This is an optimization exercise on Yosys and OpenROAD, whose aim is small area and a short achievable clock period, not a production implementation.
Function was checked by simulation only, so behaviour that the tests miss may differ from the original.
Power and IR drop assume default switching activity.

==> design/flow/design.v <==
module hpma_frx (
    input  wire        clk,
    input  wire        rst,         
    input  wire        cmd_valid,
    input  wire [31:0] cmd_word,
    input  wire [8:0]  rd_addr,
    output reg  [15:0] rd_data,
    input  wire        rx_valid,
    input  wire [7:0]  rx_data,
    output wire        rx_ready,
    input  wire        tick,
    output wire        busy,
    output wire        fin
);
    localparam [2:0] S_IDLE    = 3'd0,
                     S_SYNC    = 3'd1,
                     S_SETTLE  = 3'd2,
                     S_LENWAIT = 3'd3,
                     S_BODY    = 3'd4,
                     S_DONE    = 3'd5,
                     S_ERROR   = 3'd6;
    localparam [2:0] E_NONE           = 3'd0,
                     E_SYNC_TIMEOUT   = 3'd1,
                     E_LENGTH_TIMEOUT = 3'd2,
                     E_INVALID_LENGTH = 3'd3,
                     E_SHORT_READ     = 3'd4;
    localparam [7:0] SENTINEL = 8'h40;
    reg [2:0]  st;
    reg [2:0]  err;
    reg        ign;
    reg        ill;
    reg [7:0]  len;
    reg [8:0]  idx;
    reg [7:0]  acc;
    reg [15:0] tmr;
    reg [15:0] tsync;
    reg [7:0]  maxpay;
    wire [3:0]  op          = cmd_word[31:28];
    wire        rsv_zero    = (cmd_word[27:16] == 12'd0);
    wire        imm_zero    = (cmd_word[15:0] == 16'd0);
    wire        imm_hi_zero = (cmd_word[15:8] == 8'd0);
    wire is_nop    = rsv_zero && (op == 4'h0) && imm_zero;
    wire is_start  = rsv_zero && (op == 4'h1) && imm_zero;
    wire is_tsync  = rsv_zero && (op == 4'h2);
    wire is_maxpay = rsv_zero && (op == 4'h3) && imm_hi_zero;
    wire is_rclr   = rsv_zero && (op == 4'h4) && imm_zero;
    wire is_radd   = rsv_zero && (op == 4'h5) && imm_hi_zero;
    wire is_legal  = is_nop || is_start || is_tsync || is_maxpay || is_rclr || is_radd;
    wire st_sync    = (st == S_SYNC);
    wire st_settle  = (st == S_SETTLE);
    wire st_lenwait = (st == S_LENWAIT);
    wire st_body    = (st == S_BODY);
    assign busy = st_sync | st_settle | st_lenwait | st_body;
    assign fin  = (st == S_DONE) || (st == S_ERROR);
    reg exp_r;
    reg rdy_r;       
    reg rdyb_r;      
    reg rdyl_r;      
    wire expired = exp_r;
    assign rx_ready = !rst && rdy_r;
    wire [15:0] tinc = (tick && (tmr != 16'hFFFF)) ? tmr + 16'd1 : tmr;
    wire [9:0] len_ext = {2'b00, rx_data};
    wire lenok = (len_ext >= 10'd1) &&
                 (len_ext + 10'd3 <= 10'd256) &&
                 (len_ext - 10'd1 <= {2'b00, maxpay});
    wire [9:0] body_end = {2'b00, len} + 10'd2;
    wire we_len    = !rst && rx_valid && rdyl_r && lenok;
    wire we_body   = !rst && rx_valid && rdyb_r;
    wire [15:0] wlo;
    wire [15:0] whi;
    genvar gi;
    generate
        for (gi = 0; gi < 16; gi = gi + 1) begin : g_wpre
            assign wlo[gi] = (idx[3:0] == gi);
            assign whi[gi] = we_body && (idx[7:4] == gi);
        end
    endgenerate
    wire [15:0] rlo;
    wire [15:0] rhi;
    generate
        for (gi = 0; gi < 16; gi = gi + 1) begin : g_rpre
            assign rlo[gi] = (rd_addr[3:0] == gi);
            assign rhi[gi] = rd_addr[8] && (rd_addr[7:4] == gi);
        end
    endgenerate
    wire [255:0] rsel;
    wire [7:0]   row [0:255];
    assign rsel[0] = rlo[0] & rhi[0];
    assign row[0]  = SENTINEL;
    generate
        for (gi = 1; gi < 256; gi = gi + 1) begin : g_buf
            reg [7:0] q;
            wire we = (gi == 1) ? we_len : (wlo[gi % 16] & whi[gi / 16]);
            always @(posedge clk)
                if (we) q <= rx_data;
            assign rsel[gi] = rlo[gi % 16] & rhi[gi / 16];
            assign row[gi]  = q;
        end
    endgenerate
    wire [7:0] rd_lo;
    wire [7:0] reg_lo;       
    genvar gb, gl;
    generate
        for (gb = 0; gb < 8; gb = gb + 1) begin : g_rbit
            wire [31:0] leaf_n;
            wire [7:0]  l1;
            wire [3:0]  l2_n;
            for (gl = 0; gl < 32; gl = gl + 1) begin : g_leaf
                wire [7:0] d;
                for (gi = 0; gi < 8; gi = gi + 1) begin : g_d
                    assign d[gi] = row[gl * 8 + gi][gb];
                end
                hpma_frx_ao8n u_leaf (.s(rsel[gl * 8 + 7 : gl * 8]), .d(d), .yn(leaf_n[gl]));
            end
            for (gl = 0; gl < 8; gl = gl + 1) begin : g_l1
                hpma_frx_nand4 u_n (.a(leaf_n[gl * 4 + 3 : gl * 4]), .y(l1[gl]));
            end
            hpma_frx_nor3 u_o0 (.a({reg_lo[gb], l1[1:0]}), .y(l2_n[0]));
            hpma_frx_nor2 u_o1 (.a(l1[3:2]), .y(l2_n[1]));
            hpma_frx_nor2 u_o2 (.a(l1[5:4]), .y(l2_n[2]));
            hpma_frx_nor2 u_o3 (.a(l1[7:6]), .y(l2_n[3]));
            hpma_frx_nand4 u_r (.a(l2_n), .y(rd_lo[gb]));
        end
    endgenerate
    reg [2:0]  st_n;
    reg [2:0]  err_n;
    reg        ign_n;
    reg        ill_n;
    reg [7:0]  len_n;
    reg [8:0]  idx_n;
    reg [7:0]  acc_n;
    reg [15:0] tmr_n;
    reg [15:0] tsync_n;
    reg [7:0]  maxpay_n;
    always @(*) begin
        st_n = st; err_n = err; ign_n = ign; ill_n = ill; len_n = len;
        idx_n = idx; acc_n = acc; tmr_n = tmr; tsync_n = tsync; maxpay_n = maxpay;
        if (rst) begin
            st_n     = S_IDLE;
            err_n    = E_NONE;
            ign_n    = 1'b0;
            ill_n    = 1'b0;
            len_n    = 8'd0;
            idx_n    = 9'd0;
            acc_n    = 8'd0;
            tmr_n    = 16'd0;
            tsync_n  = 16'd0;
            maxpay_n = 8'd0;
        end else begin
            if (cmd_valid) begin
                if (!is_legal) begin
                    ill_n = 1'b1;
                end else if (!is_nop) begin
                    if (busy) begin
                        ign_n = 1'b1;
                    end else if (is_start) begin
                        st_n  = S_SYNC;
                        err_n = E_NONE;
                        ign_n = 1'b0;
                        ill_n = 1'b0;
                        len_n = 8'd0;
                        idx_n = 9'd0;
                        acc_n = 8'd0;
                        tmr_n = 16'd0;
                    end else if (is_tsync) begin
                        tsync_n = cmd_word[15:0];
                    end else if (is_maxpay) begin
                        maxpay_n = cmd_word[7:0];
                    end else if (is_rclr) begin
                        acc_n = 8'd0;
                    end else if (is_radd) begin
                        acc_n = acc + cmd_word[7:0];
                    end
                end
            end
            case (st)
                S_SYNC: begin
                    if (expired) begin
                        st_n  = S_ERROR;
                        err_n = E_SYNC_TIMEOUT;
                    end else if (rx_valid && (rx_data == SENTINEL)) begin
                        acc_n = acc + SENTINEL;
                        idx_n = 9'd1;
                        st_n  = S_SETTLE;
                        tmr_n = 16'd0;
                    end else begin
                        tmr_n = tinc;
                    end
                end
                S_SETTLE: begin
                    if (expired) begin
                        st_n  = S_LENWAIT;
                        tmr_n = 16'd0;
                    end else begin
                        tmr_n = tinc;
                    end
                end
                S_LENWAIT: begin
                    if (expired) begin
                        st_n  = S_ERROR;
                        err_n = E_LENGTH_TIMEOUT;
                    end else if (rx_valid) begin
                        len_n = rx_data;
                        if (lenok) begin
                            acc_n = acc + rx_data;
                            idx_n = 9'd2;
                            st_n  = S_BODY;
                            tmr_n = 16'd0;
                        end else begin
                            st_n  = S_ERROR;
                            err_n = E_INVALID_LENGTH;
                        end
                    end else begin
                        tmr_n = tinc;
                    end
                end
                S_BODY: begin
                    if (expired) begin
                        st_n  = S_ERROR;
                        err_n = E_SHORT_READ;
                    end else if (rx_valid) begin
                        idx_n = idx + 9'd1;
                        if ({1'b0, idx} < body_end) begin
                            acc_n = acc + rx_data;
                            tmr_n = tinc;
                        end else begin
                            st_n = S_DONE;
                        end
                    end else begin
                        tmr_n = tinc;
                    end
                end
                default: ;
            endcase
        end
    end
    wire exp_n  = ((st_n == S_SYNC)    && (tmr_n >= tsync_n)) ||
                  ((st_n == S_SETTLE)  && (tmr_n >= 16'd1))   ||
                  (((st_n == S_LENWAIT) || (st_n == S_BODY)) && (tmr_n >= 16'd100));
    always @(posedge clk) begin
        st     <= st_n;
        err    <= err_n;
        ign    <= ign_n;
        ill    <= ill_n;
        len    <= len_n;
        idx    <= idx_n;
        acc    <= acc_n;
        tmr    <= tmr_n;
        tsync  <= tsync_n;
        maxpay <= maxpay_n;
        exp_r  <= exp_n;
        rdy_r  <= !exp_n && ((st_n == S_SYNC) || (st_n == S_LENWAIT) || (st_n == S_BODY));
        rdyb_r <= !exp_n && (st_n == S_BODY);
        rdyl_r <= !exp_n && (st_n == S_LENWAIT);
    end
    wire [15:0] status = {3'b000, fin, busy, (acc == 8'd0), ill, ign,
                          1'b0, err, 1'b0, st};
    reg [15:0] reg_rd;
    always @(*) begin
        case (rd_addr[7:0])
            8'h00: reg_rd = status;
            8'h01: reg_rd = {8'h00, len};
            8'h02: reg_rd = {7'h00, idx};
            8'h03: reg_rd = {8'h00, acc};
            8'h04: reg_rd = {8'h00, 8'h00 - acc};
            8'h05: reg_rd = tmr;
            8'h06: reg_rd = tsync;
            8'h07: reg_rd = {8'h00, maxpay};
            8'h08: reg_rd = 16'd256;
            8'h09: reg_rd = 16'd1;
            8'h0A: reg_rd = 16'd100;
            8'h0B: reg_rd = 16'd100;
            default: reg_rd = 16'h0000;
        endcase
    end
    wire [15:0] reg_part = rd_addr[8] ? 16'h0000 : reg_rd;
    assign reg_lo = reg_part[7:0];
    always @(*) begin
        rd_data = {reg_part[15:8], rd_lo};
    end
endmodule
module hpma_frx_ao8n (
    input  wire [7:0] s,
    input  wire [7:0] d,
    output wire       yn
);
    assign yn = ~|(s & d);
endmodule
module hpma_frx_nand4 (
    input  wire [3:0] a,
    output wire       y
);
    assign y = ~&a;
endmodule
module hpma_frx_nor2 (
    input  wire [1:0] a,
    output wire       y
);
    assign y = ~|a;
endmodule
module hpma_frx_nor3 (
    input  wire [2:0] a,
    output wire       y
);
    assign y = ~|a;
endmodule
==> design/flow/run.sh <==
#!/bin/bash
# synth_recipe.tcl (not shown) runs the flow's synth.tcl, then flattens the netlist and writes it again
# the make line also repeats each setting of config.mk as NAME=value (left out here)
make -C /OpenROAD-flow-scripts/flow DESIGN_CONFIG=/design/flow/config.mk WORK_HOME=/design/flow/orfs CLKGATE_MAP_FILE= SYNTH_SCRIPT=/design/flow/synth_recipe.tcl finish
==> design/flow/config.mk <==
export PLATFORM = sky130hd
export DESIGN_NAME = hpma_frx
export DESIGN_NICKNAME = hpma_frx
export VERILOG_FILES = /design/flow/design.v
export SDC_FILE = /design/flow/constraint.sdc
export NUM_CORES = 4
export LEC_CHECK = 0
export CAP_MARGIN = 20
export CORE_MARGIN = 2
export CORE_UTILIZATION = 60
export CTS_CLUSTER_DIAMETER = 100
export CTS_CLUSTER_SIZE = 30
export PLACE_DENSITY = 0.7
export SETUP_SLACK_MARGIN = 4
export SLEW_MARGIN = 20
export SYNTH_HIERARCHICAL = 1
==> design/flow/constraint.sdc <==
create_clock -name core_clock -period 9.0 [get_ports {clk}]
set_input_delay 1.8000 -clock core_clock [delete_from_list [all_inputs] [get_ports {clk}]]
set_output_delay 1.8000 -clock core_clock [all_outputs]
set_load 0.01 [all_outputs]
==> results of run 1 <==
==> repair_timing <==
action / in CTS / in global routing
cloned: 12 / 0
setup endpoints to repair: 907 / 1137
gates resized for setup: 692 / 189
buffers inserted: 138 / 19
pin swaps: 146 / 62
==> Yosys stat by module (local to each module, per instance) <==
module          times used  cell area [um2]  flops+latches  cells
hpma_frx_nor2           24             3.75              0      1
hpma_frx_nand4          72             6.26              0      1
hpma_frx                 1            70700           2117   3602
hpma_frx_nor3            8             10.0              0      1
hpma_frx_ao8n          256             38.8              0      5
==> worst reg2reg max path, delay by kind of cell, from the launching register on <==
| family | cells | cell delay, ns |
|---|---|---|
| compound gates | 14 | 3.17 |
| simple gates | 3 | 0.57 |
| xor+xnor | 1 | 0.14 |
| flops | 1 | 0.50 |
| fa+ha+maj | 2 | 0.53 |
==> metal layers <==
metal,part of all wire (%),vias to the layer above,global-route usage [%]
li1,-,21034,-
met1,38,25377,48.6
met2,45,3302,51.7
met3,12,475,8.56
met4,4.3,8,12.7
met5,0.019,-,0
==> how the worst max path moves through the flow <==
stage | startpoint | endpoint | cells after the start
2_1_floorplan | rx_data[5] | exp_r | 22
3_3_place_gp | rd_addr[4] | rd_data[0] | 11
3_5_place_dp | rd_addr[8] | rd_data[1] | 11
4_1_cts | rd_addr[4] | rd_data[0] | 13
5_1_grt | rd_addr[3] | rd_data[0] | 12
6_report | rd_addr[4] | rd_data[7] | 14
==> sequential cells by signal, indices dropped and copies added (netlist names) <==
signal	count
rdyb_r	1
rdyl_r	1
g_buf.q	2040
st	3
exp_r	1
rdy_r	1
tmr	16
ign	1
maxpay	8
err	3
ill	1
idx	9
tsync	16
len	8
acc	8
==> placed cells by master (no fill, tap or decap), drive strengths merged, types with 21 or more instances in the layout <==
master	instances
a21oi	63
a22oi	1041
a31oi	21
and4	259
buf	274
clkbuf	94
clkdlybuf4s50	22
dfxtp	77
edfxtp	2040
ha	56
inv	58
mux2i	27
nand2	130
nand3	46
nand4	89
nor2	618
nor2b	26
nor3	31
o21ai	45
==> area by class of cell <==
type	instances	area share, %
sequential	2117	68.3
multi-input combinational	2704	22.6
timing repair buffer	317	4.16
tap	1781	2.42
clock buffer	90	2.24
inverter	54	0.234
clock inverter	8	0.122
antenna	2	0.00544
==> cell families after synthesis <==
logic type | synth area share, %
multiplexers | 0.346
AO/OA/AOI/OAI | 11.8
XOR/XNOR | 0.345
AND/OR/NAND/NOR | 8.46
other | 0.00924
flip-flops | 77.3
buffers and inverters | 0.825
adder cells (fa/ha/maj) | 0.912
==> metrics by stage <==
step / hold slack (ns) / utilization (%) / power, mW / setup slack (ns)
2_1_floorplan: 0.431 / - / 11.2 / 2.90
3_3_place_gp: 0.506 / 63.1 / 11.5 / 0.662
3_5_place_dp: 0.512 / 63.1 / 11.5 / 0.687
4_1_cts: 0.532 / 67.6 / 15.9 / 2.74
5_1_grt: 0.559 / 68.2 / 16.3 / 2.61
6_report: 0.535 / 68.2 / 15.9 / 2.55
==> power by group through the flow <==
| stage | registers, mW | clock network, mW | logic (mW) |
|---|---|---|---|
| 2_1_floorplan | 11.0 | 0 | 0.153 |
| 3_3_place_gp | 11.0 | 0 | 0.480 |
| 6_report | 10.8 | 4.50 | 0.622 |
| 3_5_place_dp | 11.0 | 0 | 0.488 |
| 4_1_cts | 10.8 | 4.53 | 0.598 |
| 5_1_grt | 10.8 | 4.84 | 0.642 |
==> flow_summary.toml, run 1 <==
[sta]
fin_crit_ns = 6.45
worst_pin_slew_ns = 1.32
finClkSkew_ns = 0.0291
fin_setup_tns_ns = 0
max_slew_margin_pct = 11.7
setup_viol = 0
clock.fmax_ghz = 0.155
rsz0062_at_grt = "true"
hold_violations = 0
final.period_utilization_pct = 71.7
drv_slew = 0

[yosys]
mappedNetlistArea_mm2 = 0.0812
synth_cells = 4986
ys_warn_count = 7
yosysSeqAreaShare_pct = 77.3
synth_flop_cell = "edfxtp_1"
netlist.area_leader.share_pct = 75.4
async_reset_ff_share_pct = 0
synth-edff-count = 2040
synthTopCellsByCount = "edfxtp_1, a22oi_1, nor2_1"
synth_cell_types = 91
synth.most_common_cell = "edfxtp_1"
syn_avg_cell_area_um2 = 16.3
yosys_register_bits = 2117
synthTopCellsByArea = "edfxtp_1, a22oi_1, nor2_1, and4_1, dfxtp_1"
synth_area_leader_cell = "edfxtp_1"

[power_and_ir_drop]
leakagePower_nw = 26.4
power_density_mw_per_mm2 = 173
ir_worst_vdd_mv = 0.213
switchingPower_mw = 3.26
pwr-share-clk_pct = 28.3
power_frac_comb_pct = 3.9
seqPwrFrac_pct = 67.8
switching_share_pct = 20.5
p_int_mw = 12.7

[drt]
vias = 50196
drt-wirelength-per-cell_um = 33.6
avgViaCountPerCell = 7.10
drc_errors = 0
drt_iter0_drc = 8444
ant_nets = 0
firstDrtPassIters = 9
drt-total-wl_um = 238000

[grt]
track_usage_pct = 34.2
antenna_found_initial = 6
grt_start_max_net_pins = 185
grt_pass1_vias = 47338
grt_overflow_total = 0
grt_pass1_wl_um = 336000

[critical_path]
worst-path-max-fanout = 8
cp.required_ns = 7.20
rr_worst_depth = 20
r2r_start = "len[4]"
crit_path_start_kind = "input pin"
critPathKind = "input pin to output port"
rrSetupSlack_ns = 3.95
crit_buf_inv = 5
end_kind = "output port"
path_cells = "buf_16 -> nor2b_4 -> nor2b_4 -> buf_12 -> buf_12 -> nand2_8 -> nor2_4 -> buf_4 -> a22oi_1 -> and4_1 -> nand4_1 -> nor3_4 -> nand4_1 -> buf_2"
cp_slowest_stage_delay_ns = 0.52
critPathArrivalTime_ns = 4.65
reg2reg_to = "exp_r"
crit_slowest_cell = "nor3_4"
crit_family = "simple AND/OR/NAND/NOR gates"

[placed_design]
portBuffers = 72
placed_cell_area_mm2 = 0.0852
placed_cells_incl_taps = 6802
gp_congestion = 0.955
dp_hpwl_um = 146000

[outcome]
status = "timing/DRC/antenna clean"

[cts]
numCtsBuffers = 81
cts_max_level = 3
insertion_delay_ns = 0.74
holdBufCountCts = 0
cts_root_buf = "clkbuf_16"
cts.clk_slew.worst_paths_ns = 0.11
clock-sinks = 2117
cts_max_path_buffers = 3
cts_tree = "done"

[cells_and_area]
stdcell_area_mm2 = 0.0920
area_growth_pct = 13.2
drive_above_1_share_pct = 19.9
nets = 5387
instances_no_fill = 7073
ff_latch_area_mm2 = 0.0628
multi_input_area_mm2 = 0.0208
fillers = 8867

[hold_path]
hold_depth = 2
worstHoldStart = "len[5]"
hold_class = "flop to flop"
holdPathEnd = "len[5]"

[floorplan]
fp.dieW_um = 372
rows = 135
core_area_mm2 = 0.135
die_y_um = 372
pin_count = 73
dieArea_mm2 = 0.138
initial_core_util_pct = 60.2

[flow_run]
maxCapViolations = 0
==> run 2: changes to the inputs <==
--- a/design/flow/design.v
+++ b/design/flow/design.v
@@ -235,7 +235,22 @@
         end
     end
-    wire exp_n  = ((st_n == S_SYNC)    && (tmr_n >= tsync_n)) ||
-                  ((st_n == S_SETTLE)  && (tmr_n >= 16'd1))   ||
-                  (((st_n == S_LENWAIT) || (st_n == S_BODY)) && (tmr_n >= 16'd100));
+    wire ge_t   = (tmr >= tsync);                               
+    wire ge_i   = ({1'b0, tmr} + 17'd1 >= {1'b0, tsync});       
+    wire tinc_ge_tsync = tick ? ge_i : ge_t;
+    wire tinc_ge_1     = tick | (tmr != 16'd0);
+    wire tinc_ge_100   = tick ? (tmr >= 16'd99) : (tmr >= 16'd100);
+    wire sent          = (rx_data == SENTINEL);
+    wire last          = !({1'b0, idx} < body_end);
+    wire start_ok      = cmd_valid && is_start && !busy;
+    wire exp_n = !rst && (
+        (start_ok && (tsync == 16'd0)) ||
+        (st_sync    && !exp_r && !(rx_valid && sent) && tinc_ge_tsync) ||
+        (st_settle  && !exp_r && tinc_ge_1) ||
+        (st_lenwait && !exp_r && !rx_valid && tinc_ge_100) ||
+        (st_body    && !exp_r && !(rx_valid && last) && tinc_ge_100));
+    wire nxt_sync = start_ok || (st_sync && !exp_r && !(rx_valid && sent));
+    wire nxt_len  = (st_settle && exp_r) || (st_lenwait && !exp_r && !rx_valid);
+    wire nxt_body = (st_lenwait && !exp_r && rx_valid && lenok) ||
+                    (st_body && !exp_r && !(rx_valid && last));
     always @(posedge clk) begin
         st     <= st_n;
@@ -250,7 +265,7 @@
         maxpay <= maxpay_n;
         exp_r  <= exp_n;
-        rdy_r  <= !exp_n && ((st_n == S_SYNC) || (st_n == S_LENWAIT) || (st_n == S_BODY));
-        rdyb_r <= !exp_n && (st_n == S_BODY);
-        rdyl_r <= !exp_n && (st_n == S_LENWAIT);
+        rdy_r  <= !rst && !exp_n && (nxt_sync || nxt_len || nxt_body);
+        rdyb_r <= !rst && !exp_n && nxt_body;
+        rdyl_r <= !rst && !exp_n && nxt_len;
     end
     wire [15:0] status = {3'b000, fin, busy, (acc == 8'd0), ill, ign,
==> flow_summary.toml, run 2 <==
[outcome]
status = "timing/DRC/antenna clean"

[yosys]
mappedNetlistArea_mm2 = 0.0814
syn_avg_cell_area_um2 = 16.3
synth_cell_types = 81
synth_flop_cell = "edfxtp_1"
synth_cells = 4980
synthTopCellsByCount = "edfxtp_1, a22oi_1, nor2_1"
synth_area_leader_cell = "edfxtp_1"
async_reset_ff_share_pct = 0
yosysSeqAreaShare_pct = 77.2
yosys_register_bits = 2117
synthTopCellsByArea = "edfxtp_1, a22oi_1, nor2_1, and4_1, dfxtp_1"
synth.most_common_cell = "edfxtp_1"
netlist.area_leader.share_pct = 75.3
synth-edff-count = 2040
ys_warn_count = 7

[placed_design]
gp_congestion = 0.993
placed_cell_area_mm2 = 0.0854
portBuffers = 72
placed_cells_incl_taps = 6800
dp_hpwl_um = 148000
dp_slack_ns = 1.01

[critical_path]
end_kind = "output port"
crit_family = "simple AND/OR/NAND/NOR gates"
critPathArrivalTime_ns = 4.67
path_cells = "buf_12 -> nor2b_4 -> buf_12 -> nand2_8 -> nor2_2 -> a22oi_1 -> and4_1 -> nand4_1 -> nor3_4 -> nand4_1 -> buf_2"
worst-path-max-fanout = 8
crit_path_start_kind = "input pin"
rrSetupSlack_ns = 4.98
cp.required_ns = 7.20
critPathKind = "input pin to output port"
cp_slowest_stage_delay_ns = 0.50
crit_slowest_cell = "nor3_4"
crit_buf_inv = 3

[cts]
cts_max_level = 3
holdBufCountCts = 0
cts_max_path_buffers = 3
cts_root_buf = "clkbuf_16"
clock-sinks = 2117
numCtsBuffers = 82
cts_tree = "done"
cts.clk_slew.worst_paths_ns = 0.10
insertion_delay_ns = 0.74

[floorplan]
dieArea_mm2 = 0.139
core_area_mm2 = 0.135
fp.dieW_um = 372
rows = 135
initial_core_util_pct = 60.3
pin_count = 73
die_y_um = 372

[drt]
ant_nets = 0
vias = 49834
drt-wirelength-per-cell_um = 33.2
firstDrtPassIters = 6
drt-total-wl_um = 233000
avgViaCountPerCell = 7.10
drt_iter0_drc = 7582
drc_errors = 0

[sta]
worst_pin_slew_ns = 1.24
drv_slew = 0
fin_crit_ns = 6.47
worst_slack_ns = 2.53
final.period_utilization_pct = 71.9
clock.fmax_ghz = 0.154
finClkSkew_ns = 0.0396
rsz0062_at_grt = "true"
max_slew_margin_pct = 17.2
hold_ws_ns = 0.492
hold_violations = 0
setup_viol = 0
fin_setup_tns_ns = 0

[power_and_ir_drop]
ir_worst_vdd_mv = 0.167
power_density_mw_per_mm2 = 175
p_total_mw = 15.9
leakagePower_nw = 25.7

[grt]
track_usage_pct = 33.5
grt_start_max_net_pins = 179
grt_pass1_wl_um = 332000
grt_pass1_vias = 47376
grt_overflow_total = 0
antenna_found_initial = 6

[cells_and_area]
largest_register_ffs = 2040
stdcell_area_mm2 = 0.0907
drive_above_1_share_pct = 16.0
regMostFlops = "g_buf.q"
area_growth_pct = 11.5
nets = 5344
top_regs = "g_buf.q (2040), tmr (16), tsync (16)"
instances_no_fill = 7017
final_common_cell = "edfxtp_1"
final_core_util_pct = 67.2
final_cell_mix = "edfxtp_1, a22oi_1, nor2_1"

[flow_run]
maxCapViolations = 0

[hold_path]
hold_class = "flop to flop"
-- run 2: power breakdown --
part           internal, mW  switching [mW]  leakage (nW)
Clock                  1.74            2.84          1.12
Sequential             10.8         0.00128          18.9
Combinational         0.120           0.383          5.63
Total                  12.6            3.23          25.7
-- run 2: worst register-to-register path, stage by stage (launching register included) --
cell       delay [ns]
dfxtp_1          0.51
ha_1             0.31
and3_1           0.27
nand3_1          0.23
nor3_1           0.28
xnor2_1          0.21
ha_1             0.30
a21oi_1          0.17
o21ai_0          0.12
a2111oi_0        0.43
a21oi_1          0.12
o211ai_1         0.17
a211oi_1         0.17
a311oi_1         0.53
-- run 2: cell families (layout without fill, tap and decap cells) --
kind of cell,Yosys count,count (layout),share of synthesized area [%]
other,2,9,0.00923
AND/OR/NAND/NOR,1278,1282,8.41
flip-flops,2117,2117,77.2
AO/OA/AOI/OAI,1263,1263,11.6
multiplexers,25,25,0.308
adder cells (fa/ha/maj),76,76,1.19
buffers and inverters,174,419,0.847
XOR/XNOR,45,45,0.484
-- run 2: cell type report --
type | count | area (um2)
clock inverter | 10 | 148
multi-input combinational | 2699 | 20400
antenna | 1 | 2.50
inverter | 63 | 239
clock buffer | 95 | 2140
sequential | 2117 | 62800
fill | 8941 | 44200
timing repair buffer | 251 | 2810
tap | 1781 | 2230
-- run 2: worst paths after layout --
kind                                  from          to  cells past startpoint
worst min-delay path                   ill         ill                      2
worst max-delay path            rd_addr[2]  rd_data[6]                     11
worst max register to register      tmr[0]       rdy_r                     13
worst min register to register         ill         ill                      2
-- run 2: modules after synthesis, one instance, submodules excluded --
module,flip-flops and latches,cells,times used
hpma_frx,2117,3596,1
hpma_frx_ao8n,0,5,256
hpma_frx_nor3,0,1,8
hpma_frx_nand4,0,1,72
hpma_frx_nor2,0,1,24
-- run 2: what timing repair did --
item | CTS | global route
gates cloned | 6 | 0
gates resized for setup | 546 | 34
pin swaps | 146 | 49
buffers inserted | 92 | 13
setup endpoints to repair | 666 | 34
endpoints found under the hold margin | 0 | 0
-- run 2: metal layers --
layer / routed length [um] / global-route usage (%) / vias to the layer above / part of all wire (%)
met3: 26700 / 7.35 / 493 / 11
met4: 11800 / 15.2 / 6 / 5.1
li1: - / - / 20912 / -
met5: 35 / 0 / - / 0.015
met1: 89400 / 47.4 / 25270 / 38
met2: 105000 / 50.5 / 3153 / 45
==> run 3: changes to the inputs <==
--- a/design/flow/design.v
+++ b/design/flow/design.v
@@ -84,41 +84,49 @@
         end
     endgenerate
-    wire [255:0] rsel;
-    wire [7:0]   row [0:255];
-    assign rsel[0] = rlo[0] & rhi[0];
-    assign row[0]  = SENTINEL;
+    wire [255:0] rsel_n;
+    wire [7:0]   row_n [0:255];
+    assign rsel_n[0] = ~(rlo[0] & rhi[0]);
+    assign row_n[0]  = ~SENTINEL;
+    wire [7:0] wdata_n = ~rx_data;
     generate
         for (gi = 1; gi < 256; gi = gi + 1) begin : g_buf
-            reg [7:0] q;
+            reg [7:0] qn;
             wire we = (gi == 1) ? we_len : (wlo[gi % 16] & whi[gi / 16]);
             always @(posedge clk)
-                if (we) q <= rx_data;
-            assign rsel[gi] = rlo[gi % 16] & rhi[gi / 16];
-            assign row[gi]  = q;
+                if (we) qn <= wdata_n;
+            assign rsel_n[gi] = ~(rlo[gi % 16] & rhi[gi / 16]);
+            assign row_n[gi]  = qn;
         end
     endgenerate
     wire [7:0] rd_lo;
     wire [7:0] reg_lo;       
+    wire       rsel0 = ~rsel_n[0];
     genvar gb, gl;
     generate
         for (gb = 0; gb < 8; gb = gb + 1) begin : g_rbit
-            wire [31:0] leaf_n;
-            wire [7:0]  l1;
-            wire [3:0]  l2_n;
+            wire [31:0] leaf;
+            wire [15:0] l1_n;
+            wire [3:0]  l2;
+            wire [1:0]  l3_n;
             for (gl = 0; gl < 32; gl = gl + 1) begin : g_leaf
-                wire [7:0] d;
+                wire [7:0] dn;
                 for (gi = 0; gi < 8; gi = gi + 1) begin : g_d
-                    assign d[gi] = row[gl * 8 + gi][gb];
+                    assign dn[gi] = row_n[gl * 8 + gi][gb];
                 end
-                hpma_frx_ao8n u_leaf (.s(rsel[gl * 8 + 7 : gl * 8]), .d(d), .yn(leaf_n[gl]));
+                if (gl == 0) begin : g_l0
+                    hpma_frx_leaf7 u_leaf (.sn(rsel_n[7:1]), .dn(dn[7:1]), .y(leaf[gl]));
+                end else begin : g_ln
+                    hpma_frx_leaf8 u_leaf (.sn(rsel_n[gl * 8 + 7 : gl * 8]), .dn(dn), .y(leaf[gl]));
+                end
+            end
+            for (gl = 0; gl < 16; gl = gl + 1) begin : g_l1
+                hpma_frx_nor2 u_g (.a(leaf[gl * 2 + 1 : gl * 2]), .y(l1_n[gl]));
             end
-            for (gl = 0; gl < 8; gl = gl + 1) begin : g_l1
-                hpma_frx_nand4 u_n (.a(leaf_n[gl * 4 + 3 : gl * 4]), .y(l1[gl]));
+            for (gl = 0; gl < 4; gl = gl + 1) begin : g_l2
+                hpma_frx_nand4 u_g (.a(l1_n[gl * 4 + 3 : gl * 4]), .y(l2[gl]));
             end
-            hpma_frx_nor3 u_o0 (.a({reg_lo[gb], l1[1:0]}), .y(l2_n[0]));
-            hpma_frx_nor2 u_o1 (.a(l1[3:2]), .y(l2_n[1]));
-            hpma_frx_nor2 u_o2 (.a(l1[5:4]), .y(l2_n[2]));
-            hpma_frx_nor2 u_o3 (.a(l1[7:6]), .y(l2_n[3]));
-            hpma_frx_nand4 u_r (.a(l2_n), .y(rd_lo[gb]));
+            hpma_frx_nor3 u_o0 (.a({reg_lo[gb] | (rsel0 & SENTINEL[gb]), l2[1:0]}), .y(l3_n[0]));
+            hpma_frx_nor2 u_o1 (.a(l2[3:2]), .y(l3_n[1]));
+            hpma_frx_nand2 u_r (.a(l3_n), .y(rd_lo[gb]));
         end
     endgenerate
@@ -295,10 +303,49 @@
     end
 endmodule
-module hpma_frx_ao8n (
-    input  wire [7:0] s,
-    input  wire [7:0] d,
-    output wire       yn
+module hpma_frx_oai22 (
+    input  wire a0,
+    input  wire a1,
+    input  wire b0,
+    input  wire b1,
+    output wire y
+);
+    assign y = ~((a0 | a1) & (b0 | b1));
+endmodule
+module hpma_frx_leaf8 (
+    input  wire [7:0] sn,
+    input  wire [7:0] dn,
+    output wire       y
 );
-    assign yn = ~|(s & d);
+    wire [3:0] p;
+    wire [1:0] q_n;
+    genvar i;
+    generate
+        for (i = 0; i < 4; i = i + 1) begin : g_p
+            hpma_frx_oai22 u_p (.a0(sn[2 * i]), .a1(dn[2 * i]),
+                                .b0(sn[2 * i + 1]), .b1(dn[2 * i + 1]), .y(p[i]));
+        end
+    endgenerate
+    hpma_frx_nor2  u_q0 (.a(p[1:0]), .y(q_n[0]));
+    hpma_frx_nor2  u_q1 (.a(p[3:2]), .y(q_n[1]));
+    hpma_frx_nand2 u_y  (.a(q_n), .y(y));
+endmodule
+module hpma_frx_leaf7 (
+    input  wire [6:0] sn,
+    input  wire [6:0] dn,
+    output wire       y
+);
+    wire [3:0] p;
+    wire [1:0] q_n;
+    genvar i;
+    generate
+        for (i = 0; i < 3; i = i + 1) begin : g_p
+            hpma_frx_oai22 u_p (.a0(sn[2 * i]), .a1(dn[2 * i]),
+                                .b0(sn[2 * i + 1]), .b1(dn[2 * i + 1]), .y(p[i]));
+        end
+    endgenerate
+    hpma_frx_nor2  u_p3 (.a({sn[6], dn[6]}), .y(p[3]));
+    hpma_frx_nor2  u_q0 (.a(p[1:0]), .y(q_n[0]));
+    hpma_frx_nor2  u_q1 (.a(p[3:2]), .y(q_n[1]));
+    hpma_frx_nand2 u_y  (.a(q_n), .y(y));
 endmodule
 module hpma_frx_nand4 (
@@ -320,2 +367,8 @@
     assign y = ~|a;
 endmodule
+module hpma_frx_nand2 (
+    input  wire [1:0] a,
+    output wire       y
+);
+    assign y = ~&a;
+endmodule
--- a/design/flow/config.mk
+++ b/design/flow/config.mk
@@ -10,5 +10,5 @@
 export CORE_UTILIZATION = 60
 export CTS_CLUSTER_DIAMETER = 100
-export CTS_CLUSTER_SIZE = 30
+export CTS_CLUSTER_SIZE = 25
 export PLACE_DENSITY = 0.7
 export SETUP_SLACK_MARGIN = 4
==> flow_summary.toml, run 3 <==
[outcome]
status = "timing/DRC/antenna clean"

[drt]
vias = 51989
drc_errors = 0
drt_iter0_drc = 7603
ant_nets = 0
drt-wirelength-per-cell_um = 30.5
drt-total-wl_um = 233000
avgViaCountPerCell = 6.80
firstDrtPassIters = 6

[power_and_ir_drop]
leakagePower_nw = 29.0
power_density_mw_per_mm2 = 179
ir_worst_vdd_mv = 0.180

[cts]
numCtsBuffers = 95
clock-sinks = 2117
insertion_delay_ns = 0.75
cts_tree = "done"
cts_max_level = 3
cts.clk_slew.worst_paths_ns = 0.10
cts_max_path_buffers = 3
cts_root_buf = "clkbuf_16"

[sta]
final.period_utilization_pct = 68.9
worst_pin_slew_ns = 1.24
clock.fmax_ghz = 0.161
fin_crit_ns = 6.20
hold_violations = 0
worst_slack_ns = 2.80
fin_setup_tns_ns = 0
drv_slew = 0
finClkSkew_ns = 0.0357
rsz0062_at_grt = "true"
max_slew_margin_pct = 17.1
setup_viol = 0

[yosys]
synth-edff-count = 2040
synth_cell_types = 71
async_reset_ff_share_pct = 0
synthTopCellsByCount = "edfxtp_1, o22ai_1, nor2_1"
synthTopCellsByArea = "edfxtp_1, o22ai_1, nor2_1, nand2_1, dfxtp_1"
synth_cells = 5611
ys_warn_count = 7
netlist.area_leader.share_pct = 75.7
yosys_register_bits = 2117
mappedNetlistArea_mm2 = 0.0809
synth_flop_cell = "edfxtp_1"
syn_avg_cell_area_um2 = 14.4
yosysSeqAreaShare_pct = 77.6
synth.most_common_cell = "edfxtp_1"
synth_area_leader_cell = "edfxtp_1"

[floorplan]
fp.dieW_um = 371
initial_core_util_pct = 60.5
core_area_mm2 = 0.134
pin_count = 73
dieArea_mm2 = 0.138
die_y_um = 371
rows = 134

[critical_path]
worst-path-max-fanout = 9
critPathArrivalTime_ns = 4.40
path_cells = "buf_12 -> nand2b_4 -> buf_8 -> buf_6 -> nor3_4 -> buf_6 -> buf_12 -> a222oi_1 -> o21ai_1 -> a21oi_2 -> o21ai_4 -> nor3_4 -> nand2_2 -> buf_6"
crit_top_cell = "buf_6"
crit_family = "compound AO/OA/AOI/OAI gates"
end_kind = "output port"
critPathKind = "input pin to output port"
crit_path_start_kind = "input pin"
crit_slowest_cell = "a222oi_1"
crit_buf_inv = 6
cp_slowest_stage_delay_ns = 0.50
cp.required_ns = 7.20

[cells_and_area]
nets = 5990
drive_above_1_share_pct = 12.8
ff_latch_area_mm2 = 0.0628
regMostFlops = "g_buf.qn"
fillers = 9149
multi_input_area_mm2 = 0.0196
final_common_cell = "edfxtp_1"
top_regs = "g_buf.qn (2040), tmr (16), tsync (16)"
largest_register_ffs = 2040
area_growth_pct = 11.7
final_cell_mix = "edfxtp_1, o22ai_1, nor2_1"
stdcell_area_mm2 = 0.0903

[grt]
grt_pass1_vias = 49201
grt_overflow_total = 0
grt_start_max_net_pins = 188
track_usage_pct = 33.5
antenna_found_initial = 5
grt_pass1_wl_um = 332000

[placed_design]
dp_slack_ns = 0.795
dp_hpwl_um = 145000
gp_congestion = 0.984
placed_cell_area_mm2 = 0.0846
portBuffers = 72

[hold_path]
hold_class = "flop to flop"

[flow_run]
maxCapViolations = 0
[run 3: worst paths after layout]
kind	start	endpoint	slack [ns]	depth (start not counted)
setup / recovery	rd_addr[3]	rd_data[6]	2.80	14
hold / removal	tsync[12]	tsync[12]	0.51	2
setup reg to reg	idx[4]	g_buf[80].qn[0]	5.39	3
hold reg to reg	tsync[12]	tsync[12]	0.51	2
[run 3: area by class of cell]
cell class	instances	area share, %
Sequential cell	2117	69.5
Timing Repair inverter	4	0.0277
Antenna cell	2	0.00554
Inverter	56	0.269
Timing Repair Buffer	269	3.20
Multi-Input combinational cell	3317	21.7
Clock inverter	10	0.145
Tap cell	1768	2.45
Clock buffer	99	2.67
[run 3: kinds of logic (layout without fill, tap and decap cells)]
| family | count (synthesis) | in the layout | synth area share [%] |
|---|---|---|---|
| AOI/OAI and AO/OA | 1289 | 1289 | 10.1 |
| xor gates and xnor gates | 46 | 46 | 0.498 |
| adders and majority gates | 76 | 76 | 1.19 |
| buffers and inverters | 178 | 438 | 0.837 |
| DFF | 2117 | 2117 | 77.6 |
| muxes | 11 | 11 | 0.138 |
| other | 0 | 2 | 0 |
| and+or+nand+nor | 1894 | 1895 | 9.56 |
[run 3: layer usage]
layer  up-vias  routed length (um)  track usage, %
met4         2               11700            14.8
met2      3473              106000            51.5
met5         -                  11               0
met1     25649               86100            46.7
li1      22275                   -               -
met3       590               29000            7.17
[run 3: timing repair]
item / in CTS / in global routing
setup buffers: 95 / 9
resized for setup: 517 / 159
gates cloned: 6 / 1
endpoints found under the setup margin: 638 / 558
hold buffers: 0 / 0
pin swaps: 108 / 33
[run 3: tightest hold or removal path, delay by kind of cell, from the launching register on]
kind             cells  cell delay, ns
AO/OA/AOI/OAI        1            0.05
flip-flops           1            0.35
AND/OR/NAND/NOR      1            0.07
[run 3: report_power, final]
group          internal (mW)  switching [mW]  total (mW)  leakage (nW)
combinational          0.150           0.410       0.559          8.80
sequential              10.8         0.00813        10.8          18.9
clock                   1.94            2.87        4.81          1.24
total                   12.9            3.29        16.2          29.0
[run 3: per-stage QoR]
stage               total power, mW  util, %  hold slack (ns)  std cells
floorplan                      11.2        -            0.453       5611
global placement               11.5     63.3            0.494       7417
detailed placement             11.5     63.3            0.493       7420
CTS                            16.2     67.1            0.512       7630
global route                   16.5     67.6            0.528       7641
finish                         16.2     67.6            0.510       7642
[run 3: per-module statistics from Yosys, one instance, submodules excluded, a selection]
| module | cells | flip-flops and latches | copies in the design | cell area (um2) |
|---|---|---|---|---|
| hpma_frx | 3635 | 2117 | 1 | 70800 |
| hpma_frx_nor3 | 1 | 0 | 8 | 10.0 |
| hpma_frx_nand4 | 1 | 0 | 32 | 6.26 |
| hpma_frx_oai22 | 1 | 0 | 1016 | 6.26 |
| hpma_frx_nand2 | 1 | 0 | 264 | 3.75 |
| hpma_frx_nor2 | 1 | 0 | 656 | 3.75 |
==> run 4: changes to the inputs <==
--- a/design/flow/design.v
+++ b/design/flow/design.v
@@ -76,15 +76,26 @@
         end
     endgenerate
-    wire [15:0] rlo;
-    wire [15:0] rhi;
+    wire [15:0] rlo;         
+    wire [15:0] rhi;         
+    wire [8:0]  ra_n;
+    wire [3:0]  plo_n, qlo_n, phi_n, qhi_n;
     generate
+        for (gi = 0; gi < 9; gi = gi + 1) begin : g_rinv
+            hpma_frx_inv u_i (.a(rd_addr[gi]), .y(ra_n[gi]));
+        end
+        for (gi = 0; gi < 4; gi = gi + 1) begin : g_rp
+            hpma_frx_nand2 u_plo (.a({gi[1] ? rd_addr[1] : ra_n[1], gi[0] ? rd_addr[0] : ra_n[0]}), .y(plo_n[gi]));
+            hpma_frx_nand2 u_qlo (.a({gi[1] ? rd_addr[3] : ra_n[3], gi[0] ? rd_addr[2] : ra_n[2]}), .y(qlo_n[gi]));
+            hpma_frx_nand2 u_phi (.a({gi[1] ? rd_addr[5] : ra_n[5], gi[0] ? rd_addr[4] : ra_n[4]}), .y(phi_n[gi]));
+            hpma_frx_nand3 u_qhi (.a({rd_addr[8], gi[1] ? rd_addr[7] : ra_n[7], gi[0] ? rd_addr[6] : ra_n[6]}), .y(qhi_n[gi]));
+        end
         for (gi = 0; gi < 16; gi = gi + 1) begin : g_rpre
-            assign rlo[gi] = (rd_addr[3:0] == gi);
-            assign rhi[gi] = rd_addr[8] && (rd_addr[7:4] == gi);
+            hpma_frx_nor2 u_lo (.a({qlo_n[gi / 4], plo_n[gi % 4]}), .y(rlo[gi]));
+            hpma_frx_nor2 u_hi (.a({qhi_n[gi / 4], phi_n[gi % 4]}), .y(rhi[gi]));
         end
     endgenerate
     wire [255:0] rsel_n;
     wire [7:0]   row_n [0:255];
-    assign rsel_n[0] = ~(rlo[0] & rhi[0]);
+    hpma_frx_nand2 u_rsel0 (.a({rlo[0], rhi[0]}), .y(rsel_n[0]));
     assign row_n[0]  = ~SENTINEL;
     wire [7:0] wdata_n = ~rx_data;
@@ -95,5 +106,5 @@
             always @(posedge clk)
                 if (we) qn <= wdata_n;
-            assign rsel_n[gi] = ~(rlo[gi % 16] & rhi[gi / 16]);
+            hpma_frx_nand2 u_rsel (.a({rlo[gi % 16], rhi[gi / 16]}), .y(rsel_n[gi]));
             assign row_n[gi]  = qn;
         end
@@ -126,7 +137,7 @@
                 hpma_frx_nand4 u_g (.a(l1_n[gl * 4 + 3 : gl * 4]), .y(l2[gl]));
             end
-            hpma_frx_nor3 u_o0 (.a({reg_lo[gb] | (rsel0 & SENTINEL[gb]), l2[1:0]}), .y(l3_n[0]));
+            hpma_frx_nor2 u_o0 (.a(l2[1:0]), .y(l3_n[0]));
             hpma_frx_nor2 u_o1 (.a(l2[3:2]), .y(l3_n[1]));
-            hpma_frx_nand2 u_r (.a(l3_n), .y(rd_lo[gb]));
+            hpma_frx_nand3 u_r (.a({~(reg_lo[gb] | (rsel0 & SENTINEL[gb])), l3_n}), .y(rd_lo[gb]));
         end
     endgenerate
@@ -361,9 +372,9 @@
     assign y = ~|a;
 endmodule
-module hpma_frx_nor3 (
+module hpma_frx_nand3 (
     input  wire [2:0] a,
     output wire       y
 );
-    assign y = ~|a;
+    assign y = ~&a;
 endmodule
 module hpma_frx_nand2 (
@@ -373,2 +384,8 @@
     assign y = ~&a;
 endmodule
+module hpma_frx_inv (
+    input  wire a,
+    output wire y
+);
+    assign y = ~a;
+endmodule
==> flow_summary.toml, run 4 <==
[critical_path]
crit_path_start = "rd_addr[2]"
cp.required_ns = 7.20
crit_path_start_kind = "input pin"
crit_slowest_cell = "nand4_1"
reg2reg_to = "tmr[11]"
rrSetupSlack_ns = 5.10
path_cells = "buf_12 -> inv_8 -> nand2_8 -> nor2_4 -> buf_12 -> buf_16 -> nand2_4 -> o22ai_1 -> nor2_1 -> nand2_1 -> nor2_2 -> nand4_1 -> nor2_1 -> nand3_2 -> buf_6"
cp_slowest_stage_delay_ns = 0.58
worst-path-max-fanout = 8
r2r_start = "len[1]"
crit_end = "rd_data[7]"
critPathKind = "input pin to output port"
rr_worst_depth = 12
end_kind = "output port"
critPathArrivalTime_ns = 4.43

[power_and_ir_drop]
pwr-share-clk_pct = 29.9
p_int_mw = 12.9
power_density_mw_per_mm2 = 177
leakagePower_nw = 29.9
ir_worst_vdd_mv = 0.153
power_frac_comb_pct = 3.7
seqPwrFrac_pct = 66.4
switchingPower_mw = 3.34
p_total_mw = 16.3
switching_share_pct = 20.5

[cells_and_area]
area_growth_pct = 13.8
drive_above_1_share_pct = 15.6
regMostFlops = "g_buf.qn"
top_regs = "g_buf.qn (2040), tmr (16), tsync (16)"
final_cell_mix = "edfxtp_1, o22ai_1, nor2_1"
largest_register_ffs = 2040
final_common_cell = "edfxtp_1"
nets = 6024

[drt]
firstDrtPassIters = 6
drc_errors = 0
drt-wirelength-per-cell_um = 30.0
ant_nets = 0
vias = 52420
drt_iter0_drc = 8015
drt-total-wl_um = 231000
avgViaCountPerCell = 6.82

[yosys]
synthTopCellsByCount = "edfxtp_1, o22ai_1, nor2_1"
ys_warn_count = 7
netlist.area_leader.share_pct = 75.9
synth_cells = 5602
yosys_register_bits = 2117
synth-edff-count = 2040
synth_cell_types = 66
async_reset_ff_share_pct = 0
syn_avg_cell_area_um2 = 14.4
synth_area_leader_cell = "edfxtp_1"
yosysSeqAreaShare_pct = 77.8
synth.most_common_cell = "edfxtp_1"
mappedNetlistArea_mm2 = 0.0807
synthTopCellsByArea = "edfxtp_1, o22ai_1, nor2_1, nand2_1, dfxtp_1"
synth_flop_cell = "edfxtp_1"

[sta]
fin_setup_tns_ns = 0
final.period_utilization_pct = 69.2
setup_viol = 0
rsz0062_at_grt = "true"
worst_pin_slew_ns = 1.28
hold_violations = 0
fin_crit_ns = 6.23
drv_slew = 0
max_slew_margin_pct = 14.6
hold_ws_ns = 0.477
finClkSkew_ns = 0.0367
clock.fmax_ghz = 0.161

[placed_design]
portBuffers = 72
dp_hpwl_um = 140000
gp_congestion = 0.911

[cts]
insertion_delay_ns = 0.75
clock-sinks = 2117
cts_max_level = 3
numCtsBuffers = 96
cts_root_buf = "clkbuf_16"
cts_tree = "done"
cts.clk_slew.worst_paths_ns = 0.09
cts_max_path_buffers = 3

[floorplan]
fp.dieW_um = 371
core_area_mm2 = 0.133
initial_core_util_pct = 60.5
die_y_um = 371
rows = 134
dieArea_mm2 = 0.138
pin_count = 73

[outcome]
status = "timing/DRC/antenna clean"

[hold_path]
hold_class = "flop to flop"

[grt]
grt_start_max_net_pins = 212
antenna_found_initial = 8
grt_overflow_total = 0
track_usage_pct = 33.4
grt_pass1_vias = 49579
grt_pass1_wl_um = 332000

[flow_run]
maxCapViolations = 0
==> run 4: cells by family (layout without fill, tap and decap cells) <==
group                      Yosys count  in the layout  synth area share, %
buffers and inverters              155            465                0.734
DFF                               2117           2117                 77.8
muxes                               17             17                0.246
xor gates and xnor gates            43             43                0.466
AOI/OAI and AO/OA                 1276           1276                 9.98
adders and majority gates           76             76                 1.20
and+or+nand+nor                   1918           1921                 9.60
other                                0              5                    0
==> run 4: worst min-delay path by stage <==
stage	to	cells after the start	slack, ns	startpoint
after global placement	ill	2	0.44	ill
after detailed placement	ill	2	0.45	ill
final	ign	2	0.48	ign
after global routing	ill	2	0.49	ill
after floorplan	ill	2	0.43	ill
after CTS	ill	2	0.47	ill
==> run 4: area by class of cell <==
type,count,area [um2]
Clock buffer,111,2480
Timing Repair Buffer,265,3290
Timing Repair inverter,5,27.5
Tap cell,1768,2210
Sequential cell,2117,62800
Fill cell,8939,41500
Clock inverter,8,106
Multi-Input combinational cell,3333,20700
Antenna cell,5,12.5
Inverter,76,348
==> run 4: through the flow <==
stage	util (%)	area [um2]	instances	setup slack, ns
floorplan	-	81100	5602	2.78
global placement	63.2	84300	7419	1.11
detailed placement	63.2	84400	7420	1.12
CTS	68.3	91100	7657	2.94
global route	68.9	91900	7683	2.84
finish	68.9	91900	7688	2.77
==> run 4: routing by layer <==
layer,part of all wire (%),wire length [um],up-vias,global-route usage (%)
li1,-,-,22368,-
met1,37,86000,26228,47.6
met2,47,108000,3312,52.2
met3,12,27600,506,6.01
met4,4.0,9220,6,12.5
met5,0.019,44,-,0
==> run 4: power groups by stage <==
stage / registers (mW) / clock network (mW) / logic [mW]
after floorplan: 11.0 / 0 / 0.207
after global placement: 11.0 / 0 / 0.462
after detailed placement: 11.0 / 0 / 0.470
after CTS: 10.8 / 4.88 / 0.571
after global routing: 10.8 / 5.22 / 0.619
final: 10.8 / 4.87 / 0.601
==> run 4: modules after synthesis (local to each module, per instance), excerpt <==
module	times used	cells	area (um2)
hpma_frx_nand2	524	1	3.75
hpma_frx_nand3	12	1	5.00
hpma_frx_inv	8	1	3.75
hpma_frx_oai22	1016	1	6.26
hpma_frx_nor2	696	1	3.75
hpma_frx_nand4	32	1	6.26
hpma_frx	1	3314	69500
==> run 4: worst max-delay path, delay by kind of cell <==
| family | cells | cell delay, ns |
|---|---|---|
| AOI/OAI and AO/OA | 1 | 0.09 |
| buffers and inverters | 5 | 0.65 |
| and+or+nand+nor | 9 | 1.84 |
==> run 4: what timing repair did <==
item | 4_1_cts | 5_1_grt
cloned | 13 | 1
gates resized for setup | 844 | 128
endpoints found under the setup margin | 1162 | 610
hold buffers | 0 | 0
endpoints found under the hold margin | 0 | 0
pin swaps | 185 | 97
setup buffers | 105 | 25
==> run 5: changes to the inputs <==
--- a/design/flow/design.v
+++ b/design/flow/design.v
@@ -118,6 +118,8 @@
             wire [31:0] leaf;
             wire [15:0] l1_n;
-            wire [3:0]  l2;
-            wire [1:0]  l3_n;
+            wire [7:0]  l2;
+            wire [3:0]  l3_n;
+            wire [1:0]  l4;
+            wire        l5_n;
             for (gl = 0; gl < 32; gl = gl + 1) begin : g_leaf
                 wire [7:0] dn;
@@ -134,10 +136,15 @@
                 hpma_frx_nor2 u_g (.a(leaf[gl * 2 + 1 : gl * 2]), .y(l1_n[gl]));
             end
-            for (gl = 0; gl < 4; gl = gl + 1) begin : g_l2
-                hpma_frx_nand4 u_g (.a(l1_n[gl * 4 + 3 : gl * 4]), .y(l2[gl]));
+            for (gl = 0; gl < 8; gl = gl + 1) begin : g_l2
+                hpma_frx_nand2 u_g (.a(l1_n[gl * 2 + 1 : gl * 2]), .y(l2[gl]));
             end
-            hpma_frx_nor2 u_o0 (.a(l2[1:0]), .y(l3_n[0]));
-            hpma_frx_nor2 u_o1 (.a(l2[3:2]), .y(l3_n[1]));
-            hpma_frx_nand3 u_r (.a({~(reg_lo[gb] | (rsel0 & SENTINEL[gb])), l3_n}), .y(rd_lo[gb]));
+            for (gl = 0; gl < 4; gl = gl + 1) begin : g_l3
+                hpma_frx_nor2 u_g (.a(l2[gl * 2 + 1 : gl * 2]), .y(l3_n[gl]));
+            end
+            for (gl = 0; gl < 2; gl = gl + 1) begin : g_l4
+                hpma_frx_nand2 u_g (.a(l3_n[gl * 2 + 1 : gl * 2]), .y(l4[gl]));
+            end
+            hpma_frx_nor2  u_o (.a(l4), .y(l5_n));
+            hpma_frx_nand2 u_r (.a({~(reg_lo[gb] | (rsel0 & SENTINEL[gb])), l5_n}), .y(rd_lo[gb]));
         end
     endgenerate
==> flow_summary.toml, run 5 <==
[critical_path]
crit_path_start_kind = "input pin"
cp.required_ns = 7.20
worst-path-max-fanout = 8
critPathArrivalTime_ns = 4.15
critPathKind = "input pin to output port"
end_kind = "output port"

[cells_and_area]
stdcell_area_mm2 = 0.0926
final_common_cell = "edfxtp_1"
nets = 6115
largest_register_ffs = 2040
top_regs = "g_buf.qn (2040), tmr (16), tsync (16)"
drive_above_1_share_pct = 17.6
regMostFlops = "g_buf.qn"
area_growth_pct = 14.4
final_cell_mix = "edfxtp_1, o22ai_1, nor2_1"

[placed_design]
portBuffers = 72
placed_cell_area_mm2 = 0.0845
gp_congestion = 0.940
dp_hpwl_um = 141000
dp_slack_ns = 0.596

[sta]
rsz0062_at_grt = "true"
hold_ws_ns = 0.459
drv_slew = 0
final.period_utilization_pct = 66.1
fin_crit_ns = 5.95
worst_slack_ns = 3.05
hold_violations = 0
finClkSkew_ns = 0.0392
clock.fmax_ghz = 0.168
setup_viol = 0
fin_setup_tns_ns = 0
max_slew_margin_pct = 19.6
worst_pin_slew_ns = 1.20

[flow_run]
maxCapViolations = 0

[floorplan]
core_area_mm2 = 0.134
pin_count = 73
die_y_um = 371
rows = 134
initial_core_util_pct = 60.6
dieArea_mm2 = 0.138
fp.dieW_um = 371

[yosys]
netlist.area_leader.share_pct = 75.7
synthTopCellsByArea = "edfxtp_1, o22ai_1, nor2_1, nand2_1, dfxtp_1"
synth_cell_types = 66
synthTopCellsByCount = "edfxtp_1, nor2_1, o22ai_1"
async_reset_ff_share_pct = 0
mappedNetlistArea_mm2 = 0.0809
synth-edff-count = 2040
synth_flop_cell = "edfxtp_1"
synth.most_common_cell = "edfxtp_1"
syn_avg_cell_area_um2 = 14.3
synth_cells = 5674
ys_warn_count = 7
yosys_register_bits = 2117
yosysSeqAreaShare_pct = 77.6
synth_area_leader_cell = "edfxtp_1"

[drt]
firstDrtPassIters = 8
avgViaCountPerCell = 6.75
ant_nets = 0
vias = 52471
drt-wirelength-per-cell_um = 29.8
drt-total-wl_um = 231000
drc_errors = 0
drt_iter0_drc = 7673

[grt]
grt_pass1_vias = 49584
grt_overflow_total = 0
antenna_found_initial = 3
track_usage_pct = 33.4
grt_pass1_wl_um = 334000
grt_start_max_net_pins = 200

[cts]
clock-sinks = 2117
cts_tree = "done"
cts_max_path_buffers = 3
cts.clk_slew.worst_paths_ns = 0.10
numCtsBuffers = 95
insertion_delay_ns = 0.77
cts_root_buf = "clkbuf_16"
holdBufCountCts = 0
cts_max_level = 3

[power_and_ir_drop]
p_total_mw = 16.3
power_density_mw_per_mm2 = 176
leakagePower_nw = 30.7
ir_worst_vdd_mv = 0.198

[outcome]
status = "timing/DRC/antenna clean"

[hold_path]
hold_class = "flop to flop"
==> run 5: routing by layer <==
metal | GRT usage (%) | vias up | routed length, um
met3 | 6.77 | 480 | 27500
met1 | 48.2 | 26186 | 87900
li1 | - | 22511 | -
met2 | 50.4 | 3288 | 105000
met5 | 0 | - | 31
met4 | 14.0 | 6 | 11500
==> run 5: timing repair <==
action                                   CTS  global route
resized for setup                        935           180
endpoints found under the setup margin  1395           510
gates cloned                               6             0
endpoints found under the hold margin      0             0
setup buffers                            128            27
pin swaps                                214           117
==> run 5: final timing paths <==
check	slack [ns]	to	cells after the start	startpoint
min reg2reg	0.46	ill	2	ill
max reg2reg	5.19	tmr[2]	12	len[1]
min	0.46	ill	2	ill
max	3.05	rd_data[2]	19	rd_addr[0]
==> run 5: where the power goes <==
part | internal, mW | leakage [nW] | switching [mW]
Clock | 2.00 | 1.27 | 2.90
Combinational | 0.167 | 10.4 | 0.448
Sequential | 10.8 | 18.9 | 0.00868
==> run 5: logic make-up (layout without fill, tap and decap cells) <==
family          count (synthesis)  count (layout)  share of synthesized area (%)
flops                        2117            2117                           77.6
simple gates                 1990            1992                           9.81
mux                            17              17                          0.246
other cells                     0               1                              0
xor+xnor                       43              43                          0.465
buf+inv                       155             487                          0.733
fa+ha+maj                      76              76                           1.19
compound gates               1276            1276                           9.96
==> run 5: cell type report <==
class,instances,area [um2]
tap,1768,2210
fill,8780,41000
clock buffer,112,2500
inverter,76,345
multi-input combinational,3404,21300
antenna,1,2.50
timing repair inverter,2,10.0
timing repair buffer,289,3350
sequential,2117,62800
clock inverter,8,129
==> run 5: per-stage QoR <==
step,instances,util (%)
2_1_floorplan,5674,-
3_3_place_gp,7493,63.2
3_5_place_dp,7494,63.3
4_1_cts,7748,68.6
5_1_grt,7776,69.3
6_report,7777,69.3
==> run 5: modules after synthesis (local to each module, per instance), excerpt <==
module          area [um2]  cells  copies in the design
hpma_frx             69500   3314                     1
hpma_frx_inv          3.75      1                     8
hpma_frx_nand2        3.75      1                   612
hpma_frx_nand3        5.00      1                     4
hpma_frx_nor2         3.75      1                   720
hpma_frx_oai22        6.26      1                  1016
==> run 5: worst max-delay path, stage by stage <==
cell and delay, ns:
buf_12 0.12, inv_8 0.05, nand2_8 0.10, nor2_4 0.05
buf_12 0.15, buf_16 0.17, buf_16 0.18, nand2_8 0.10
buf_6 0.10, o22ai_2 0.08, nor2_2 0.11, nand2_2 0.10
nor2_4 0.24, nand2_2 0.12, nor2_4 0.16, nand2_2 0.08
nor2_4 0.18, nand2_2 0.10, buf_6 0.13
==> run 6: changes to the inputs <==
--- a/design/flow/config.mk
+++ b/design/flow/config.mk
@@ -8,8 +8,8 @@
 export CAP_MARGIN = 20
 export CORE_MARGIN = 2
-export CORE_UTILIZATION = 60
+export CORE_UTILIZATION = 65
 export CTS_CLUSTER_DIAMETER = 100
 export CTS_CLUSTER_SIZE = 25
-export PLACE_DENSITY = 0.7
+export PLACE_DENSITY = 0.75
 export SETUP_SLACK_MARGIN = 4
 export SLEW_MARGIN = 20
==> flow_summary.toml, run 6 <==
[outcome]
status = "timing/DRC/antenna clean"

[yosys]
synthTopCellsByCount = "edfxtp_1, nor2_1, o22ai_1"
synth_cells = 5674
synth.most_common_cell = "edfxtp_1"
yosysSeqAreaShare_pct = 77.6
syn_avg_cell_area_um2 = 14.3
yosys_register_bits = 2117
synth_area_leader_cell = "edfxtp_1"
netlist.area_leader.share_pct = 75.7
async_reset_ff_share_pct = 0
synth_flop_cell = "edfxtp_1"
synth-edff-count = 2040
mappedNetlistArea_mm2 = 0.0809
synth_cell_types = 66
ys_warn_count = 7
synthTopCellsByArea = "edfxtp_1, o22ai_1, nor2_1, nand2_1, dfxtp_1"

[grt]
track_usage_pct = 35.1
grt_overflow_total = 0
grt_pass1_vias = 49494
antenna_found_initial = 3
grt_pass1_wl_um = 325000
grt_start_max_net_pins = 194

[cts]
clock-sinks = 2117
insertion_delay_ns = 0.76
cts_max_path_buffers = 3
cts_tree = "done"
holdBufCountCts = 0
numCtsBuffers = 95
cts_root_buf = "clkbuf_16"
cts.clk_slew.worst_paths_ns = 0.10
cts_max_level = 3

[cells_and_area]
final_cell_mix = "edfxtp_1, o22ai_1, nor2_1"
drive_above_1_share_pct = 17.8
top_regs = "g_buf.qn (2040), tmr (16), tsync (16)"
area_growth_pct = 13.6
regMostFlops = "g_buf.qn"
largest_register_ffs = 2040
final_common_cell = "edfxtp_1"
nets = 6102

[drt]
avgViaCountPerCell = 6.94
ant_nets = 0
drt_iter0_drc = 8235
drc_errors = 0
vias = 52864
firstDrtPassIters = 8
drt-wirelength-per-cell_um = 29.9
drt-total-wl_um = 228000

[critical_path]
crit_path_start_kind = "input pin"
crit_family = "simple AND/OR/NAND/NOR gates"
crit_top_cell = "nand2_2"
end_kind = "output port"
crit_path_start = "rd_addr[3]"
cp.depth = 18
reg2reg_to = "rdy_r"
worst-path-max-fanout = 8
r2r_start = "tmr[0]"
rrSetupSlack_ns = 5.09
crit_end = "rd_data[4]"
crit_buf_inv = 6
cp_slowest_stage_delay_ns = 0.27
critPathArrivalTime_ns = 4.35
cp.required_ns = 7.20
crit_slowest_cell = "nor2_4"
path_cells = "buf_2 -> buf_8 -> inv_8 -> nand2_8 -> nor2_4 -> buf_12 -> buf_12 -> nand2_8 -> o22ai_1 -> nor2_1 -> nand2_1 -> nor2_1 -> nand2_2 -> nor2_2 -> nand2_2 -> nor2_4 -> nand2_2 -> buf_6"
critPathKind = "input pin to output port"
rr_worst_depth = 14

[floorplan]
core_area_mm2 = 0.124
initial_core_util_pct = 65.5
dieArea_mm2 = 0.127
pin_count = 73
fp.dieW_um = 357
rows = 129
die_y_um = 357

[sta]
fin_setup_tns_ns = 0
rsz0062_at_grt = "true"
worst_pin_slew_ns = 1.26
finClkSkew_ns = 0.0387
fin_crit_ns = 6.15
setup_viol = 0
hold_violations = 0
max_slew_margin_pct = 15.5
final.period_utilization_pct = 68.3
clock.fmax_ghz = 0.163
drv_slew = 0

[power_and_ir_drop]
leakagePower_nw = 30.2
power_density_mw_per_mm2 = 177
ir_worst_vdd_mv = 0.216
p_total_mw = 16.2

[placed_design]
dp_hpwl_um = 137000
portBuffers = 72
gp_congestion = 0.926

[hold_path]
hold_class = "flop to flop"

[flow_run]
maxCapViolations = 0
## run 6: cell counts after synthesis
Identical to the previous run, type by type.
## run 6: repair_timing
action,CTS,global route
resized for setup,824,264
setup endpoints to repair,1161,902
gates cloned,6,3
pin swaps,169,150
buffers inserted,111,30
## run 6: how the worst min path moves through the flow
stage          from  end  slack (ns)  depth (start not counted)
2_1_floorplan   ill  ill        0.43                          2
3_3_place_gp    ign  ign        0.45                          2
3_5_place_dp    ign  ign        0.46                          2
4_1_cts         ign  ign        0.47                          2
5_1_grt         ign  ign        0.48                          2
6_report        ign  ign        0.47                          2
## run 6: final cells by class
type | instances | area (um2)
Sequential cell | 2117 | 62800
Timing Repair Buffer | 275 | 3130
Inverter | 76 | 333
Tap cell | 1637 | 2050
Antenna cell | 1 | 2.50
Multi-Input combinational cell | 3404 | 21100
Clock inverter | 7 | 100
Timing Repair inverter | 3 | 15.0
Clock buffer | 102 | 2450
Fill cell | 7425 | 31700
## run 6: through the flow
stage,setup slack [ns],hold WS [ns],utilization (%),instances,instance area (um2)
after floorplan,2.78,0.431,-,5674,81300
after global placement,0.611,0.448,68.2,7361,84300
after detailed placement,0.625,0.456,68.2,7361,84400
after CTS,2.94,0.468,73.3,7587,90600
after global routing,2.91,0.481,74.4,7621,91900
final,2.85,0.466,74.4,7622,91900
## run 6: kinds of logic (layout without fill, tap and decap cells)
logic type      Yosys count  after routing  synth area share [%]
flops                  2117           2117                  77.6
compound gates         1276           1276                  9.96
buf+inv                 155            463                 0.733
simple gates           1990           1992                  9.81
mux                      17             17                 0.246
other cells               0              1                     0
fa+ha+maj                76             76                  1.19
xor+xnor                 43             43                 0.465
## run 6: modules after synthesis, one instance, submodules excluded, a selection
module / times used / cells inside / flip-flops and latches / area (um2)
hpma_frx_nand3: 4 / 1 / 0 / 5.00
hpma_frx_inv: 8 / 1 / 0 / 3.75
hpma_frx_nor2: 720 / 1 / 0 / 3.75
hpma_frx_nand2: 612 / 1 / 0 / 3.75
hpma_frx_oai22: 1016 / 1 / 0 / 6.26
hpma_frx: 1 / 3314 / 2117 / 69500
## run 6: metal layers
layer | global-route usage, % | up-vias | part of all wire (%)
li1 | - | 22502 | -
met1 | 48.9 | 25969 | 36
met4 | 16.5 | 4 | 5.5
met3 | 7.74 | 620 | 13
met2 | 53.7 | 3769 | 46
met5 | 0 | - | 0.014
## run 6: tightest hold or removal path, stage by stage (launching register included)
cell and delay [ns]:
dfxtp_1 0.32, inv_1 0.05, a21boi_0 0.06
## run 6: where the power goes
group	total (mW)	internal, mW	leakage, nW	switching, mW
sequential	10.8	10.8	18.9	0.00959
clock	4.83	1.98	1.25	2.85
combinational	0.616	0.164	9.97	0.452
total	16.2	12.9	30.2	3.31

## re-timing with driven ports
No port has a modelled driver above. Below, the same layouts with a new extraction and two added sets of constraints. Step 1 assumes that a clkbuf_16 drives the clock port and a buf_2 every other input. Step 2 moves the port delays by t, midway between the first and last clock arrival at a register: inputs arrive t later, outputs are due t later. That takes back most of the time a late clock gives input paths. Three values: ideal ports, drivers, drivers and shift; two values: the first two.
run | t, ns | slack for setup (ns) | worst setup path at the end
run 1 | 0.810 | 2.545 / 2.383 / 2.154 | input to register
run 2 | 0.819 | 2.527 / 2.408 / 2.408 | input to output
run 3 | 0.815 | 2.802 / 2.704 / 2.704 | input to output
run 4 | 0.828 | 2.770 / 2.658 / 2.658 | input to output
run 5 | 0.828 | 3.048 / 2.965 / 2.965 | input to output
run 6 | 0.816 | 2.851 / 2.809 / 2.809 | input to output
After both steps setup and hold are still met in every run listed. For run 1, which loses most, drivers alone change the setup slack by -0.162 ns; drivers and shift together by -0.391 ns.
